What follows belongs to an exercise in optimizing a design on an open flow for small area and few clock cycles; a production flow would make more cautious choices.
The RTL was checked by simulation tests, not by an equivalence proof against the original design.
Power and IR drop assume default switching activity.

`flow/run.sh`:
```
#!/bin/bash
# synth_recipe.tcl (not shown) runs the flow's synth.tcl, then flattens the netlist and writes it again
# the make line also repeats each setting of config.mk as NAME=value (left out here)
make -C /OpenROAD-flow-scripts/flow DESIGN_CONFIG=/design/flow/config.mk WORK_HOME=/design/flow/orfs CLKGATE_MAP_FILE= SYNTH_SCRIPT=/design/flow/synth_recipe.tcl finish
```
`flow/config.mk`:
```
export PLATFORM = sky130hd
export DESIGN_NAME = framecodec
export DESIGN_NICKNAME = framecodec
export VERILOG_FILES = /design/flow/design.v
export SDC_FILE = /design/flow/constraint.sdc
export NUM_CORES = 4
export LEC_CHECK = 0
export CAP_MARGIN = 20
export CORE_MARGIN = 2
export CORE_UTILIZATION = 47
export CTS_CLUSTER_DIAMETER = 100
export CTS_CLUSTER_SIZE = 20
export SLEW_MARGIN = 20
```
`flow/constraint.sdc`:
```
create_clock -name core_clock -period 10.0 [get_ports {clk}]
set_input_delay 2.0000 -clock core_clock [delete_from_list [all_inputs] [get_ports {clk}]]
set_output_delay 2.0000 -clock core_clock [all_outputs]
set_load 0.01 [all_outputs]
```
`flow/design.v`:
```
module framecodec (
    input             clk,
    input             rst,           
    input             bus_valid,
    input             bus_write,
    input             bus_size4,     
    input      [19:0] bus_addr,
    input      [31:0] bus_wdata,
    output reg [31:0] bus_rdata,
    output            rx_poll,
    input             rx_valid,      
    input      [7:0]  rx_data,
    output            irq
);
    localparam [2:0] S_IDLE     = 3'd0,
                     S_ENC_RUN  = 3'd1,
                     S_SEEK     = 3'd2,
                     S_LEN      = 3'd3,
                     S_LEN_ESC  = 3'd4,
                     S_BODY     = 3'd5,
                     S_BODY_ESC = 3'd6;
    localparam [2:0] K_OK = 3'd1, K_NODATA = 3'd2, K_FRAMING = 3'd3,
                     K_CHECKSUM = 3'd4, K_OVERSIZE = 3'd5, K_SEEKLIMIT = 3'd6;
    localparam [2:0] E_BUSY_CMD = 3'd1, E_RSVD_OP = 3'd2, E_ENC_SIZE = 3'd3,
                     E_BUSY_WRITE = 3'd4;
    reg [2:0]  est;
    reg        enc_done, dec_done, cmd_err;
    reg [2:0]  err_cause;
    reg [2:0]  int_en;
    reg [15:0] rx_polls;
    reg [15:0] seek_limit;
    reg [7:0]  enc_frame_id;
    reg [15:0] enc_addr16;
    reg [63:0] enc_a64;
    reg [15:0] enc_payload_size;
    reg [5:0]  e_o;          
    reg [2:0]  dec_kind;
    reg [4:0]  dec_len;      
    reg [7:0]  dec_ftype;
    reg [31:0] dec_discards;
    reg [4:0]  idx;          
    reg [7:0]  chk;          
    reg        c_last;       
    reg [4:0]  dlen;
    reg        dlen_hi;      
    reg [7:0]  sum;          
    reg [15:0] dwait;
    reg [7:0]  txp [0:15];
    reg [7:0]  txo [4:61];
    reg [4:0]  txo_l;        
    reg [7:0]  rxb [0:31];
    wire busy = (est != S_IDLE);
    wire        acc_wr   = bus_valid & bus_write;
    wire        in_regs  = (bus_addr[19:8] == 12'h000);
    wire        rxb_hit  = (bus_addr[19:16] == 4'h1) & (bus_addr[15:5] == 11'd0);
    wire        txp_win  = (bus_addr[19:16] == 4'h2);
    wire        txp_hit  = txp_win & (bus_addr[15:4] == 12'd0);
    wire        txo_hit  = (bus_addr[19:18] == 2'b01) & (bus_addr[17:6] == 12'd0);
    wire [5:0]  reg_sel  = bus_addr[7:2];
    wire        reg_wr   = acc_wr & in_regs;
    wire [31:0] status_val = {20'd0, 1'b0, err_cause, 1'b0, est, cmd_err, dec_done, enc_done, busy};
    wire [15:0] sel_reg = {16{in_regs}} & (16'd1 << reg_sel[3:0]) & {16{reg_sel[5:4] == 2'b00}};
    wire [31:0] dec_len_val = (dec_kind == K_OK)       ? {27'd0, dec_len} :
                              (dec_kind == K_FRAMING)  ? 32'hFFFF_FFFF :
                              (dec_kind == K_CHECKSUM) ? 32'hFFFF_FFFE :
                              (dec_kind == K_OVERSIZE) ? 32'hFFFF_FFFD : 32'd0;
    wire [31:0] reg_rdata =
        ({32{sel_reg[1]}}  & status_val) |
        ({32{sel_reg[2]}}  & {29'd0, int_en}) |
        ({32{sel_reg[3]}}  & {16'd0, rx_polls}) |
        ({32{sel_reg[4]}}  & {16'd0, seek_limit}) |
        ({32{sel_reg[5]}}  & {24'd0, enc_frame_id}) |
        ({32{sel_reg[6]}}  & {16'd0, enc_addr16}) |
        ({32{sel_reg[7]}}  & enc_a64[31:0]) |
        ({32{sel_reg[8]}}  & enc_a64[63:32]) |
        ({32{sel_reg[9]}}  & {16'd0, enc_payload_size}) |
        ({32{sel_reg[10]}} & {26'd0, e_o}) |
        ({32{sel_reg[11]}} & {29'd0, dec_kind}) |
        ({32{sel_reg[12]}} & dec_len_val) |
        ({32{sel_reg[13]}} & ((dec_kind == K_OK) ? {24'd0, dec_ftype} : 32'd0)) |
        ({32{sel_reg[14]}} & dec_discards);
    wire       txo_lesc = (txo_l == 5'h11) | (txo_l == 5'h13);
    wire [7:0] txo_b2   = txo_lesc ? 8'h7D : {3'b000, txo_l};
    wire [7:0] txo_b3   = txo_lesc ? {3'b001, txo_l} : 8'h10;
    wire [7:0]  sel_rxb = {8{rxb_hit}} & (8'd1 << bus_addr[4:2]);
    wire [3:0]  sel_txp = {4{txp_hit}} & (4'd1 << bus_addr[3:2]);
    wire [15:0] sel_txo = {16{txo_hit}} & (16'd1 << bus_addr[5:2]);
    reg  [31:0] win_w;
    integer k, w;
    always @(*) begin
        win_w = 32'd0;
        for (w = 0; w < 8; w = w + 1)
            for (k = 0; k < 4; k = k + 1)
                win_w[8*k +: 8] = win_w[8*k +: 8] | ({8{sel_rxb[w]}} & rxb[4*w + k]);
        for (w = 0; w < 4; w = w + 1)
            for (k = 0; k < 4; k = k + 1)
                win_w[8*k +: 8] = win_w[8*k +: 8] | ({8{sel_txp[w]}} & txp[4*w + k]);
        for (w = 1; w < 15; w = w + 1)
            for (k = 0; k < 4; k = k + 1)
                win_w[8*k +: 8] = win_w[8*k +: 8] | ({8{sel_txo[w]}} & txo[4*w + k]);
        win_w = win_w | ({32{sel_txo[0]}} & {txo_b3, txo_b2, 8'h00, 8'h7E})
                      | ({32{sel_txo[15]}} & {16'h0000, txo[61], txo[60]});
    end
    reg  [7:0]  win_b;
    always @(*) begin
        case (bus_addr[1:0])
            2'd0: win_b = win_w[7:0];
            2'd1: win_b = win_w[15:8];
            2'd2: win_b = win_w[23:16];
            default: win_b = win_w[31:24];
        endcase
    end
    wire [31:0] rd_value = reg_rdata | (bus_size4 ? win_w : {24'd0, win_b});
    always @(posedge clk)
        bus_rdata <= rd_value;
    wire [4:0]  n      = enc_payload_size[4:0];
    wire [7:0]  enc_L  = 8'd14 + {3'd0, n};
    wire        enc_start = reg_wr & (reg_sel == 6'h00) & (bus_wdata[1:0] == 2'b01) & ~busy &
                            (enc_payload_size <= 16'd16);
    wire        l_esc     = (n == 5'd3) | (n == 5'd5);
    wire        fid_esc   = (enc_frame_id == 8'h7E) | (enc_frame_id == 8'h7D) |
                            (enc_frame_id == 8'h11) | (enc_frame_id == 8'h13);
    wire [7:0]  fid_w1    = fid_esc ? 8'h7D : enc_frame_id;
    wire [7:0]  fid_w2    = enc_frame_id ^ 8'h20;
    wire [7:0]  st4       = l_esc ? 8'h10 : fid_w1;
    wire [7:0]  st5       = l_esc ? fid_w1 : fid_w2;
    wire [7:0]  st6       = fid_w2;
    wire        enc_step  = (est == S_ENC_RUN);
    wire [5:0]  st_o      = 6'd5 + {5'd0, l_esc} + {5'd0, fid_esc};
    wire [7:0]  sum_in    = enc_step ? sum : 8'h10 + enc_frame_id;
    wire [5:0]  eo_cur    = enc_step ? e_o : st_o;
    wire [31:0] cw =
        ({32{chk[0]}} & {enc_a64[39:32], enc_a64[47:40], enc_a64[55:48], enc_a64[63:56]}) |
        ({32{chk[1]}} & {enc_a64[7:0],   enc_a64[15:8],  enc_a64[23:16], enc_a64[31:24]}) |
        ({32{chk[2]}} & {16'h0000, enc_addr16[7:0], enc_addr16[15:8]}) |
        ({32{chk[3]}} & {txp[3],  txp[2],  txp[1],  txp[0]}) |
        ({32{chk[4]}} & {txp[7],  txp[6],  txp[5],  txp[4]}) |
        ({32{chk[5]}} & {txp[11], txp[10], txp[9],  txp[8]}) |
        ({32{chk[6]}} & {txp[15], txp[14], txp[13], txp[12]});
    wire [7:0] b0 = cw[7:0], b1 = cw[15:8], b2 = cw[23:16], b3 = cw[31:24];
    wire [1:0] kc = n[1:0];
    wire       v1 = ~c_last | (kc != 2'd0);
    wire       v2 = ~c_last | kc[1];
    wire       v3 = ~c_last | (kc == 2'd3);
    wire       ck0 = c_last & (kc == 2'd0);
    wire       ck1 = c_last & (kc == 2'd1);
    wire       ck2 = c_last & (kc == 2'd2);
    wire       ck3 = c_last & (kc == 2'd3);
    wire [7:0] m0 = v1 ? b0 : 8'd0;
    wire [7:0] m1 = v2 ? b1 : 8'd0;
    wire [7:0] m2 = v3 ? b2 : 8'd0;
    wire [7:0] m3 = ~c_last ? b3 : 8'd0;
    wire [7:0] x1  = sum_in ^ m0 ^ m1;
    wire [7:0] y1  = (sum_in & m0) | (sum_in & m1) | (m0 & m1);
    wire [7:0] c1  = {y1[6:0], 1'b0};
    wire [7:0] x2  = x1 ^ c1 ^ m2;
    wire [7:0] y2  = (x1 & c1) | (x1 & m2) | (c1 & m2);
    wire [7:0] pre = x2 + {y2[6:0], 1'b0};
    wire [7:0] ck  = ~pre;
    wire [7:0] tsum = pre + m3;
    wire [7:0] f0 = ck0 ? ck : b0;
    wire [7:0] f1 = ck1 ? ck : b1;
    wire [7:0] f2 = ck2 ? ck : b2;
    wire [7:0] f3 = ck3 ? ck : b3;
    function rsv(input [7:0] x);
        rsv = (x == 8'h7E) | (x == 8'h7D) | (x == 8'h11) | (x == 8'h13);
    endfunction
    wire d0 = ~ck0 & rsv(b0);
    wire d1 = v1 & ~ck1 & rsv(b1);
    wire d2 = v2 & ~ck2 & rsv(b2);
    wire d3 = v3 & ~ck3 & rsv(b3);
    wire eck = c_last & rsv(ck);
    wire e0 = d0 | (ck0 & eck);
    wire e1 = d1 | (ck1 & eck);
    wire e2 = d2 | (ck2 & eck);
    wire e3 = d3 | (ck3 & eck);
    wire [3:0] cnt_d = 4'd1 + {3'd0, d0} + {3'd0, v1} + {3'd0, d1} + {3'd0, v2} + {3'd0, d2} +
                       {3'd0, v3} + {3'd0, d3};
    wire [5:0] eo_d  = eo_cur + {2'd0, cnt_d};
    wire [5:0] eo_d1 = eo_d + 6'd1;
    wire [2:0] ro = eo_cur[2:0];
    wire [2:0] a0 = ro;
    wire [2:0] a1 = a0 + 3'd1 + {2'd0, d0};
    wire [2:0] a2 = a1 + 3'd1 + {2'd0, d1};
    wire [2:0] a3 = a2 + 3'd1 + {2'd0, d2};
    reg  [7:0] lane [0:7];
    reg  [7:0] lane_on;
    reg  [7:0] lx;
    reg        o0, o1, o2, o3, l_esc1, l_esc2;
    integer r;
    always @(*) begin
        for (r = 0; r < 8; r = r + 1) begin
            o0 = (a0 == r[2:0]) | (e0 & (a0 + 3'd1 == r[2:0]));
            o1 = v1 & ((a1 == r[2:0]) | (e1 & (a1 + 3'd1 == r[2:0])));
            o2 = v2 & ((a2 == r[2:0]) | (e2 & (a2 + 3'd1 == r[2:0])));
            o3 = v3 & ((a3 == r[2:0]) | (e3 & (a3 + 3'd1 == r[2:0])));
            lx = ({8{o0}} & f0) | ({8{o1}} & f1) | ({8{o2}} & f2) | ({8{o3}} & f3);
            l_esc1 = (e0 & (a0 == r[2:0])) | (e1 & (a1 == r[2:0])) |
                     (e2 & (a2 == r[2:0])) | (e3 & (a3 == r[2:0]));
            l_esc2 = (e0 & (a0 + 3'd1 == r[2:0])) | (e1 & (a1 + 3'd1 == r[2:0])) |
                     (e2 & (a2 + 3'd1 == r[2:0])) | (e3 & (a3 + 3'd1 == r[2:0]));
            lane[r]    = l_esc1 ? 8'h7D : (lx ^ {2'b00, l_esc2, 5'b00000});
            lane_on[r] = o0 | o1 | o2 | o3;
        end
    end
    wire [2:0] grp  = eo_cur[5:3];
    wire [2:0] grp1 = eo_cur[5:3] + 3'd1;
    wire dec_reading = (est == S_SEEK) | (est == S_LEN) | (est == S_LEN_ESC) |
                       (est == S_BODY) | (est == S_BODY_ESC);
    assign rx_poll = dec_reading & ~rst;
    wire        rx_is_delim = (rx_data == 8'h7E);
    wire        rx_is_esc   = (rx_data == 8'h7D);
    wire [7:0]  v           = ((est == S_LEN_ESC) | (est == S_BODY_ESC)) ? (rx_data ^ 8'h20) : rx_data;
    wire [15:0] dwait_n     = dwait + 16'd1;
    wire [31:0] disc_n      = dec_discards + 32'd1;
    wire        body_store  = dec_reading & rx_valid & ((est == S_BODY) | (est == S_BODY_ESC)) &
                              ~rx_is_delim & ~((est == S_BODY) & rx_is_esc);
    assign irq = (enc_done & int_en[0]) | (dec_done & int_en[1]) | (cmd_err & int_en[2]);
    wire txp_wr = acc_wr & txp_hit & ~busy;
    integer i;
    always @(posedge clk) begin
        for (i = 0; i < 16; i = i + 1) begin
            if (txp_wr && (bus_size4 ? (bus_addr[3:2] == i[3:2]) : (bus_addr[3:0] == i[3:0])))
                txp[i] <= bus_size4 ? bus_wdata[8*i[1:0] +: 8] : bus_wdata[7:0];
        end
        if (enc_start) begin
            txo_l  <= enc_L[4:0];
            txo[4] <= st4;
            if (l_esc | fid_esc) txo[5] <= st5;
            if (l_esc & fid_esc) txo[6] <= st6;
        end
        for (i = 4; i < 62; i = i + 1) begin
            if ((enc_step | enc_start) && lane_on[i % 8] && (((i % 8) >= ro) ? (grp == i / 8) : (grp1 == i / 8)))
                txo[i] <= lane[i % 8];
        end
        for (i = 0; i < 32; i = i + 1) begin
            if (body_store && idx == i[4:0])
                rxb[i] <= v;
        end
    end
    always @(posedge clk) begin
        if (rst) begin
            c_last           <= 1'b0;
            chk              <= 8'd1;
            est              <= S_IDLE;
            enc_done         <= 1'b0;
            dec_done         <= 1'b0;
            cmd_err          <= 1'b0;
            err_cause        <= 3'd0;
            int_en           <= 3'd0;
            rx_polls         <= 16'd1;
            seek_limit       <= 16'd0;
            enc_frame_id     <= 8'd0;
            enc_addr16       <= 16'd0;
            enc_a64          <= 64'd0;
            enc_payload_size <= 16'd0;
            e_o              <= 6'd0;
            dec_kind         <= 3'd0;
            dec_len          <= 5'd0;
            dec_ftype        <= 8'd0;
            dec_discards     <= 32'd0;
        end else begin
            if (reg_wr) begin
                case (reg_sel)
                    6'h00: begin                                     
                        case (bus_wdata[1:0])
                            2'b00: ;                                 
                            2'b11: begin cmd_err <= 1'b1; err_cause <= E_RSVD_OP; end
                            default: begin
                                if (busy) begin
                                    cmd_err   <= 1'b1;
                                    err_cause <= E_BUSY_CMD;
                                end else if (bus_wdata[1:0] == 2'b01) begin
                                    if (enc_payload_size > 16'd16) begin
                                        cmd_err   <= 1'b1;
                                        err_cause <= E_ENC_SIZE;
                                        e_o       <= 6'd0;
                                    end else begin
                                        est <= S_ENC_RUN;
                                        e_o <= eo_d;
                                        chk <= 8'd2;
                                        c_last <= 1'b0;
                                        sum <= tsum;
                                    end
                                end else begin
                                    est          <= S_SEEK;
                                    dwait        <= 16'd0;
                                    dec_discards <= 32'd0;
                                end
                            end
                        endcase
                    end
                    6'h01: begin                                     
                        if (bus_wdata[1]) enc_done <= 1'b0;
                        if (bus_wdata[2]) dec_done <= 1'b0;
                        if (bus_wdata[3]) begin cmd_err <= 1'b0; err_cause <= 3'd0; end
                    end
                    6'h02: int_en <= bus_wdata[2:0];
                    6'h03, 6'h04, 6'h05, 6'h06, 6'h07, 6'h08, 6'h09: begin
                        if (busy) begin
                            cmd_err   <= 1'b1;
                            err_cause <= E_BUSY_WRITE;
                        end else begin
                            case (reg_sel)
                                6'h03: rx_polls         <= (bus_wdata[15:0] == 16'd0) ? 16'd1 : bus_wdata[15:0];
                                6'h04: seek_limit       <= bus_wdata[15:0];
                                6'h05: enc_frame_id     <= bus_wdata[7:0];
                                6'h06: enc_addr16       <= bus_wdata[15:0];
                                6'h07: enc_a64[31:0]    <= bus_wdata;
                                6'h08: enc_a64[63:32]   <= bus_wdata;
                                default: enc_payload_size <= bus_wdata[15:0];
                            endcase
                        end
                    end
                    default: ;                                       
                endcase
            end
            if (acc_wr & txp_hit & busy) begin
                cmd_err   <= 1'b1;
                err_cause <= E_BUSY_WRITE;
            end
            case (est)
                S_ENC_RUN: begin
                    chk <= c_last ? 8'd1 : {chk[6:0], 1'b0};
                    sum <= tsum;
                    c_last <= chk[n[4:2] + 3'd2];
                    e_o <= eck ? eo_d1 : eo_d;
                    if (c_last) begin
                        enc_done <= 1'b1;
                        est      <= S_IDLE;
                    end
                end
                S_SEEK, S_LEN, S_LEN_ESC, S_BODY, S_BODY_ESC: begin
                    if (!rx_valid) begin
                        if (dwait_n == rx_polls) begin
                            dec_kind <= K_NODATA;
                            dec_done <= 1'b1;
                            est      <= S_IDLE;
                        end else begin
                            dwait <= dwait_n;
                        end
                    end else begin
                        dwait <= 16'd0;
                        case (est)
                            S_SEEK: begin
                                if (rx_is_delim) begin
                                    est <= S_LEN;
                                    idx <= 5'd0;
                                end else begin
                                    dec_discards <= disc_n;
                                    if (seek_limit != 16'd0 && disc_n[15:0] == seek_limit) begin
                                        dec_kind <= K_SEEKLIMIT;
                                        dec_done <= 1'b1;
                                        est      <= S_IDLE;
                                    end
                                end
                            end
                            S_LEN, S_LEN_ESC: begin
                                if (rx_is_delim) begin
                                    dec_kind <= K_FRAMING;
                                    dec_done <= 1'b1;
                                    est      <= S_IDLE;
                                end else if (est == S_LEN && rx_is_esc) begin
                                    est <= S_LEN_ESC;
                                end else begin
                                    if (idx[0] == 1'b0) begin
                                        dlen_hi <= (v != 8'd0);
                                        idx     <= 5'd1;
                                        est     <= S_LEN;
                                    end else begin
                                        dlen <= v[4:0];
                                        if (dlen_hi || v[7:5] != 3'd0) begin
                                            dec_kind <= K_OVERSIZE;
                                            dec_done <= 1'b1;
                                            est      <= S_IDLE;
                                        end else begin
                                            est <= S_BODY;
                                            idx <= 5'd0;
                                            sum <= 8'd0;
                                        end
                                    end
                                end
                            end
                            default: begin                           
                                if (rx_is_delim) begin
                                    dec_kind <= K_FRAMING;
                                    dec_done <= 1'b1;
                                    est      <= S_IDLE;
                                end else if (est == S_BODY && rx_is_esc) begin
                                    est <= S_BODY_ESC;
                                end else begin
                                    if (idx != dlen) begin
                                        sum <= sum + v;
                                        idx <= idx + 5'd1;
                                        est <= S_BODY;
                                    end else begin
                                        dec_done <= 1'b1;
                                        est      <= S_IDLE;
                                        if (v == ~sum) begin
                                            dec_kind  <= K_OK;
                                            dec_len   <= dlen;
                                            dec_ftype <= (idx == 5'd0) ? v : rxb[0];
                                        end else begin
                                            dec_kind  <= K_CHECKSUM;
                                        end
                                    end
                                end
                            end
                        endcase
                    end
                end
                default: ;
            endcase
        end
    end
endmodule
```
==> results_dict.tcl <==
set metrics [dict create \
    grt_max_degree 76 \
    crit_top_cell "ha_1" \
    yosysWarnings 5 \
    timing.rr.start "enc_frame_id[5]" \
    cp.arrival_ps 8980 \
    clk_pin_slew_ps 90 \
    maxCapViolCount 0 \
    r2r_cells 28 \
    hold_violations 0 \
    slew_viol_final 0 \
    cts_max_level 3 \
    detail-route-antenna-nets 0 \
    fin_crit_sh_pct 86.4 \
    fillerInstances 10044 \
    ys_ff_latch 1131 \
    grt_usage_pct 45.4 \
    seqPwrFrac_pct 61.0 \
    post_cts_resized 0 \
    routed_via_density 7.28 \
    dpl.hpwl_um 203000 \
    slew_headroom_pct 12.8 \
    cts_tree "done" \
    dp.cells 6288 \
    crit_family "adder cells" \
    die_w_um 342 \
    numCtsBuffers 68 \
    cp_num_buf_inv 4 \
    gp_congestion 1.13 \
    final_common_cell "edfxtp_1" \
    power.density_nw_per_um2 140 \
    sequential_cell_area_um2 31500 \
    totalWireLength_um 272000 \
    ys.flop_type "edfxtp_1" \
    hold_path_end "chk[7]" \
    instances_no_fill 6397 \
    endpoint_kind "flop" \
    ios 100 \
    postPlaceCellArea_um2 57100 \
    portBuffers 99 \
    ctsHoldBuffers 0 \
    hold_depth 2 \
    grt_pass1_vias 42358 \
    drt_pass1_iterations 9 \
    peakVddDrop_mv 0.150 \
    antenna_found_initial 23 \
    drt_iter0_markers 8814 \
    fin_crit_ps 8640 \
    setup_violations 0 \
    async_flop_share_pct 0 \
    combPwrFrac_pct 2.8 \
    rr_endpoint "txo[37][5]" \
    syn_to_final_growth_pct 10.2 \
    core_um2 114000 \
    postCtsSetupBuffers 0 \
    clockPowerShare_pct 36.2 \
    finalInstanceArea_um2 59200 \
    critPathKind "reg2reg" \
    cts.sinks 1131 \
    power.switching_mw 1.82 \
    syn-mean-instance-area_um2 11.2 \
    insertion_delay_ps 700 \
    hold_path.startpoint "chk[7]" \
    yosysSeqAreaShare_pct 58.7 \
    fin_setup_tns_ps 0 \
    p_leak_nw 20.6 \
    synth_edf_count 888 \
    final_critical_path_setup_slack_ps 1360 \
    vias 46580 \
    initial_utilization_pct 47.2 \
    syn_area_um2 53700 \
    grt_pass1_wl_um 362000 \
    p_int_mw 6.44 \
    wl_per_cell_um 42.5 \
    multi_input_area_um2 20900 \
    rsz0062_at_grt "no" \
    switching_share_pct 22.1 \
    path_max_fanout 13 \
    cts.path.max_buffers 3 \
    nets 5010 \
    fmaxAchievable_ghz 0.116 \
    min_path_type "reg2reg" \
    pre_cts_ws_ps 1760 \
    slowest_delay_ps 850 \
    most-common-layout-cells "edfxtp_1 (888), nand2_1 (634), a22oi_1 (354)" \
    critical_path.slowest_cell "dfxtp_1" \
    fp.dieH_um 342 \
    final_util_pct 52.0 \
    syn_inst 4800 \
    overflow 0 \
    tightest_slew_ps 1310 \
    status "finished clean" \
    synth_nets 4962 \
    rows 124 \
    fp.dieArea_um2 117000 \
    drc 0 \
    cts_root_buffer "clkbuf_16" \
    drive_above_1_share_pct 9.00 \
    skew_ps 37.3 \
    rrSetupSlack_ps 1360 \
    worstSetupStartpointType "flop" \
    required_ps 10340 \
    synth_cell_types 95 \
]
power by group through the flow:
stage                     Combinational, mW  Clock [mW]  Sequential [mW]
after floorplan                      0.0912           0             5.14
after global placement                0.218           0             5.15
after detailed placement              0.219           0             5.15
after CTS                             0.220        2.99             5.04
after global routing                  0.236        3.13             5.04
final                                 0.232        3.00             5.04
worst max path at each step:
stage	startpoint	slack, ps	cells past startpoint	endpoint
5_1_grt	enc_frame_id[5]	1110	26	txo[6][7]
4_1_cts	enc_payload_size[1]	1720	20	txo[17][5]
3_3_place_gp	enc_payload_size[1]	1870	20	txo[17][2]
2_1_floorplan	enc_payload_size[1]	3320	25	txo[17][0]
6_report	enc_frame_id[5]	1360	28	txo[37][5]
3_5_place_dp	enc_payload_size[1]	1760	20	txo[17][2]
area by class of cell:
class	count	share of cell area [%]
clock inverters	12	0.298
clock buffers	88	3.11
flip-flops and latches	1131	53.3
multi-input cells	3259	35.3
repair buffers	297	4.17
diodes	7	0.0296
inverters	91	0.577
well taps	1512	3.20
synth_stat cells (all sizes together), types with 10 or more instances:
cell type	count	share of area [%]
a221o	11	0.20
o21ai	102	0.99
or3	25	0.29
ha	76	1.8
nor4	36	0.42
nor3	88	0.82
and3	37	0.43
or4	22	0.31
nor2	360	2.5
mux2i	53	0.99
buf	54	0.54
nand4	101	1.2
o41ai	13	0.38
a22o	62	1.0
fa	20	0.75
nand3b	14	0.20
a21o	25	0.35
and4	13	0.21
nor3b	10	0.14
xor2	37	0.62
nand3	177	1.6
a211oi	19	0.27
a211o	11	0.18
a221oi	108	1.8
a222oi	115	2.1
mux2	36	0.75
nor2b	21	0.24
a31oi	42	0.49
inv	89	0.62
clkbuf	265	1.9
a22oi	354	4.9
dfxtp	243	9.1
a21oi	330	3.1
nand2	634	4.4
xnor2	66	1.1
o21a	16	0.22
o22ai	19	0.22
nand2b	30	0.35
edfxtp	888	50
and2	38	0.44
logic make-up (layout without fill, tap and decap cells):
logic type / count (synthesis) / after routing / share of synthesized area [%]
other: 0 / 7 / 0
adders and majority gates: 96 / 96 / 2.52
AOI/OAI and AO/OA: 1329 / 1329 / 18.0
buffers and inverters: 410 / 488 / 3.05
and+or+nand+nor: 1639 / 1639 / 14.2
muxes: 91 / 91 / 1.83
DFF: 1131 / 1131 / 58.7
xor gates and xnor gates: 104 / 104 / 1.76
per-layer routing:
layer / vias to the layer above / GRT usage [%] / routed length, um
met5: - / 0.613 / 338
met4: 22 / 27.1 / 20200
met3: 772 / 19.6 / 42600
met2: 3965 / 62.0 / 109000
met1: 23188 / 59.4 / 100000
li1: 18633 / - / -
through the flow:
stage / hold WS, ps / power, mW
3_3_place_gp: 439 / 5.37
5_1_grt: 478 / 8.41
3_5_place_dp: 454 / 5.37
4_1_cts: 467 / 8.25
2_1_floorplan: 429 / 5.23
6_report: 469 / 8.27
worst min-delay path: stages, from the launching register on:
cell and delay (ps):
dfxtp_1 320, nand2_1 50, a21oi_1 50
registers in the layout, indices dropped and copies added, names as in the netlist, 16 cells and up:
| signal | count |
|---|---|
| dec_discards | 32 |
| seek_limit | 16 |
| dwait | 16 |
| enc_payload_size | 16 |
| enc_addr16 | 16 |
| enc_a64 | 64 |
| rx_polls | 16 |
| txp | 128 |
| bus_rdata | 32 |
| txo | 464 |
| rxb | 256 |
Testbench counts, summed over its fixed seeds: cycles 11,333.

==> afterwards: timing with drivers on the ports <==
No port has a modelled driver above. Below, the same layout with a new extraction and two added sets of constraints. Step 1 (the two cells are an assumption about what drives the block):
set clk [get_ports {clk}]
set_driving_cell -lib_cell sky130_fd_sc_hd__clkbuf_16 $clk
set_driving_cell -lib_cell sky130_fd_sc_hd__buf_2 [delete_from_list [all_inputs] $clk]
Step 2, shift: input delay + t, output delay - t, t = (earliest + latest rising clock arrival at the registers) / 2. This alone moves slack from input paths to output paths. Slacks: ideal / step 1 / step 2; pairs: ideal / step 1.
t (ns): 0.772
slack for setup (ns): 1.358 / 1.358 / 1.358
hold slack, ns: 0.469 / 0.469 / 0.469
clock arrival spread, ns: 0.037 / 0.037
worst register clock-pin slew, ns: 0.09 / 0.09
After both steps this run still meets setup and hold. The setup slack of this run moves by 0.000 ns with the drivers and by 0.000 ns with both steps.
